Background: an optimization exercise with open tools, aiming at small area and few clock cycles. Do not read the settings as production practice.
Function was checked by simulation only, so behaviour that the tests miss may differ from the original.
No activity file was given, so power comes from the tool's default toggle rates.

==> flow/design.v (excerpt) <==
module ft_core #(
    parameter RX_CAP      = 64,    
    parameter TX_CAP      = 40,    
    parameter PID_CONTROL = 8'h00,
    parameter PID_DATA    = 8'h01
) (
    input  wire        clk,
    input  wire        rst,           
    input  wire [31:0] now_us,        
    input  wire        lrx_valid,
    input  wire [7:0]  lrx_data,
    output wire        lrx_ready,
    input  wire [7:0]  host_max,
    output wire        hrx_valid,
    output wire [7:0]  hrx_data,
    output wire        hrx_last,
    output wire        hrx_empty,
    output wire [31:0] hrx_ts,
    input  wire        hrx_ready,
    input  wire        hwr_valid,
    input  wire [7:0]  hwr_data,
    input  wire        hwr_last,
    input  wire        hwr_empty,
    output wire        hwr_ready,
    output wire        wr_done,
    output wire [1:0]  wr_status,
    output wire        ltx_valid,
    output wire [7:0]  ltx_data,
    input  wire        ltx_ready
);
    localparam [7:0] FLAG    = 8'h7E;
    localparam [7:0] ESC     = 8'h7D;
    localparam [7:0] ESC_XOR = 8'h20;
    localparam BSQ_MIN_INTERVAL_US = 10000;
    localparam TX_PAY = TX_CAP - 3;              
    localparam [1:0] ST_SEND = 2'd0, ST_BSQ = 2'd1, ST_HOLD = 2'd2, ST_BADPARAM = 2'd3;
    reg [5:0]  cap;
    reg        bsq_valid;
    reg [31:0] bsq_time;
    localparam [1:0] RX_OUTSIDE = 2'd0, RX_INSIDE = 2'd1, RX_ESCAPED = 2'd2;
    reg [1:0]  rx_state;
    reg [6:0]  rx_len;         
    reg        k_data;         
    reg        k_ctl;          
    reg [31:0] rx_ts;          
    reg [7:0]  rx_mem [0:63];  
    reg [6:0]  fb;             
    reg        q_v, q_empty;
    reg [31:0] q_ts;
    reg        dv, dv_empty;
    reg [5:0]  dv_end;
    reg [31:0] dv_ts;
    reg [6:0]  rd;             
    wire is_flag  = (lrx_data == FLAG);
    wire is_esc   = (lrx_data == ESC);
    wire app      = (rx_state == RX_ESCAPED) ||
  ...
For scale: about 2400 cells after synthesis, about 1000 flip-flops, roughly 120 I/O pins, ~42000 um2 of cells after synthesis.
clock: 10.0 ns
lec_check: 0
cap_margin: 20
core_margin: 2
core_utilization: 40
slew_margin: 20
standard.sh (not shown) runs the stock make flow with config.mk's settings and CLKGATE_MAP_FILE= SYNTH_SCRIPT=/design/flow/synth_recipe.tcl, a recipe that flattens the netlist after the stock synthesis.
==> flow/flow/run.sh <==
#!/bin/bash
# The standard layout (the standard.sh, unchanged synthesis, floorplan,
# power grid and routing) with two changes:
#  - port buffers use the smallest buffer cell, buf_1;
#  - clock tree synthesis with clkbuf_16 only, larger sink clusters and no
#    dummy loads.
# The full output of the tools goes to standard.log in this folder.
export BUFFER_PORTS_ARGS="-buffer_cell sky130_fd_sc_hd__buf_1"
export CTS_ARGS="-sink_clustering_enable -repair_clock_nets -buf_list sky130_fd_sc_hd__clkbuf_16 -sink_clustering_size 30 -sink_clustering_max_diameter 80 -dont_use_dummy_load"
bash standard.sh > standard.log 2>&1
The starting point went through all stages and came out clean.
Testbench counts at the start, summed over its fixed seeds: cycles 119,235.
Then changed:
--- a/flow/design.v
+++ b/flow/design.v
@@ -133,27 +133,35 @@
                 q_empty <= (rx_len == 1);
                 q_ts    <= rx_ts;
                 fb      <= fb + rx_len - 1'b1;
             end
         end
     end
     assign hrx_valid = dv;
-    assign hrx_data  = rx_mem[rd[5:0]];
+    reg [7:0] hrx_rd;
+    always @(*) begin : rdmux
+        integer k;
+        hrx_rd = 8'd0;
+        for (k = 0; k < 64; k = k + 1)
+            hrx_rd = hrx_rd | (rx_mem[k] & {8{rd[5:0] == k[5:0]}});
+    end
+    assign hrx_data  = hrx_rd;
     assign hrx_empty = dv_empty;
     assign hrx_last  = dv_empty || (rd[5:0] == dv_end);
     assign hrx_ts    = dv_ts;
     reg [7:0] tx_mem [0:TX_PAY-1];
     reg [5:0] wp, rp, base;      
     reg       wpp, rpp, basep;   
     reg [5:0] enc_len;           
     reg       ld_done;           
     reg       sa;                
     reg [1:0] sph;               
     reg       spid;              
     reg       sesc;              
+    reg       pb;                
     wire tx_full   = (wp == rp) && (wpp != rpp);
     assign hwr_ready = !ld_done && !(tx_full && enc_len < TX_CAP);
     wire wr_take    = hwr_valid && hwr_ready && !rst;
     wire wr_special = (hwr_data == FLAG) || (hwr_data == ESC);
     wire [7:0] tb_byte = tx_mem[rp];
     wire       tb_spec = (tb_byte == FLAG) || (tb_byte == ESC);
     wire       s_fin   = ltx_ready && (sph == 2'd3);
@@ -175,15 +183,17 @@
     wire el_hi_zero = bw[EL_LO] ? (el_d == el_t) : (el_d == 0);
     reg  bsq_due_r;
     always @(posedge clk)
         bsq_due_r <= !bsq_valid || !el_hi_zero || (el_lo >= BSQ_MIN_INTERVAL_US);
     wire        too_big  = enc_len > TX_CAP;
     wire        can_send = cap >= enc_len;
     wire        bsq_due  = bsq_due_r;
-    assign wr_done   = ld_done && (!sa || s_fin);
+    wire quiet   = too_big || (!can_send && !bsq_due);
+    wire is_bsq  = !too_big && !can_send && bsq_due;
+    assign wr_done   = ld_done && (quiet || (!pb && (is_bsq || !sa || s_fin)));
     assign wr_status = too_big  ? ST_BADPARAM :
                        can_send ? ST_SEND :
                        bsq_due  ? ST_BSQ : ST_HOLD;
     wire [5:0] wp_inc = (wp == TX_PAY - 1) ? 6'd0 : wp + 1'b1;
     wire [5:0] rp_inc = (rp == TX_PAY - 1) ? 6'd0 : rp + 1'b1;
     always @(posedge clk) begin
         if (wr_take && !hwr_empty && enc_len < TX_CAP)
@@ -195,14 +205,15 @@
             rp <= 0; rpp <= 1'b0;
             base <= 0; basep <= 1'b0;
             enc_len <= 3;
             ld_done <= 1'b0;
             sa <= 1'b0;
             sph <= 0;
             sesc <= 1'b0;
+            pb <= 1'b0;
         end else begin
             if (wr_take) begin
                 if (!hwr_empty) begin
                     if (enc_len < TX_CAP) begin
                         wp <= wp_inc;
                         if (wp == TX_PAY - 1) wpp <= !wpp;
                     end
@@ -222,27 +233,36 @@
                         end else begin
                             sesc <= 1'b0;
                             rp   <= rp_inc;
                             if (rp == TX_PAY - 1) rpp <= !rpp;
                             if (rp_inc == base) sph <= 2'd3;
                         end
                     end
-                    default: sa <= 1'b0;
+                    default: begin
+                        sa <= pb;
+                        sph <= 2'd0;
+                        spid <= 1'b0;
+                        pb <= 1'b0;
+                    end
                 endcase
             end
             if (wr_done) begin
                 ld_done <= 1'b0;
                 enc_len <= 3;
                 case (wr_status)
                     ST_SEND: begin
                         sa <= 1'b1; sph <= 2'd0; spid <= 1'b1;
                         base <= wp; basep <= wpp;
                     end
                     ST_BSQ: begin
-                        sa <= 1'b1; sph <= 2'd0; spid <= 1'b0;
+                        if (sa && !s_fin) begin
+                            pb <= 1'b1;
+                        end else begin
+                            sa <= 1'b1; sph <= 2'd0; spid <= 1'b0;
+                        end
                         wp <= base; wpp <= basep;
                     end
                     default: begin
                         wp <= base; wpp <= basep;
                     end
                 endcase
             end
What happened:
- The new run completed without violations
- final cell count grows by about 3.6%
- routed wire length grows by about 44%
- clock skew grows by 0.018 ns
- global-route usage grows by 8.4 points
- die area shrinks by about 2.8%
- synthesized area shrinks by about 2.8%
- power grows by about 0.8%
- fmax grows by about 1.8%
- sequential power is about the same
- design area shrinks by 1.6%
Testbench counts after the change, summed over its fixed seeds: cycles 118,286.

==> separate check: timing with driven ports <==
Ports are ideal in the flow. The routed layouts listed here were re-timed in OpenROAD. Step 1: set_driving_cell puts a clkbuf_16 on clk and a buf_2 on each other input, an assumption about the parent block. Step 2, shift: input delay + t, output delay - t, t = (earliest + latest rising clock arrival at the registers) / 2. This alone moves slack from input paths to output paths. Three values: ideal ports, drivers, drivers and shift; two values: the first two.
run | t, ns | setup WS [ns] | worst setup path at the end | pins driven straight from the clock port
the first run | 0.672 | 3.117 / 3.160 / 2.487 | input to register | 1
the second run | 0.706 | 3.238 / 3.171 / 3.043 | input to register | 1
After both steps setup and hold are still met in every run listed. The setup slack of the first run, which loses most, moves by +0.043 ns with the drivers and by -0.630 ns with both steps.
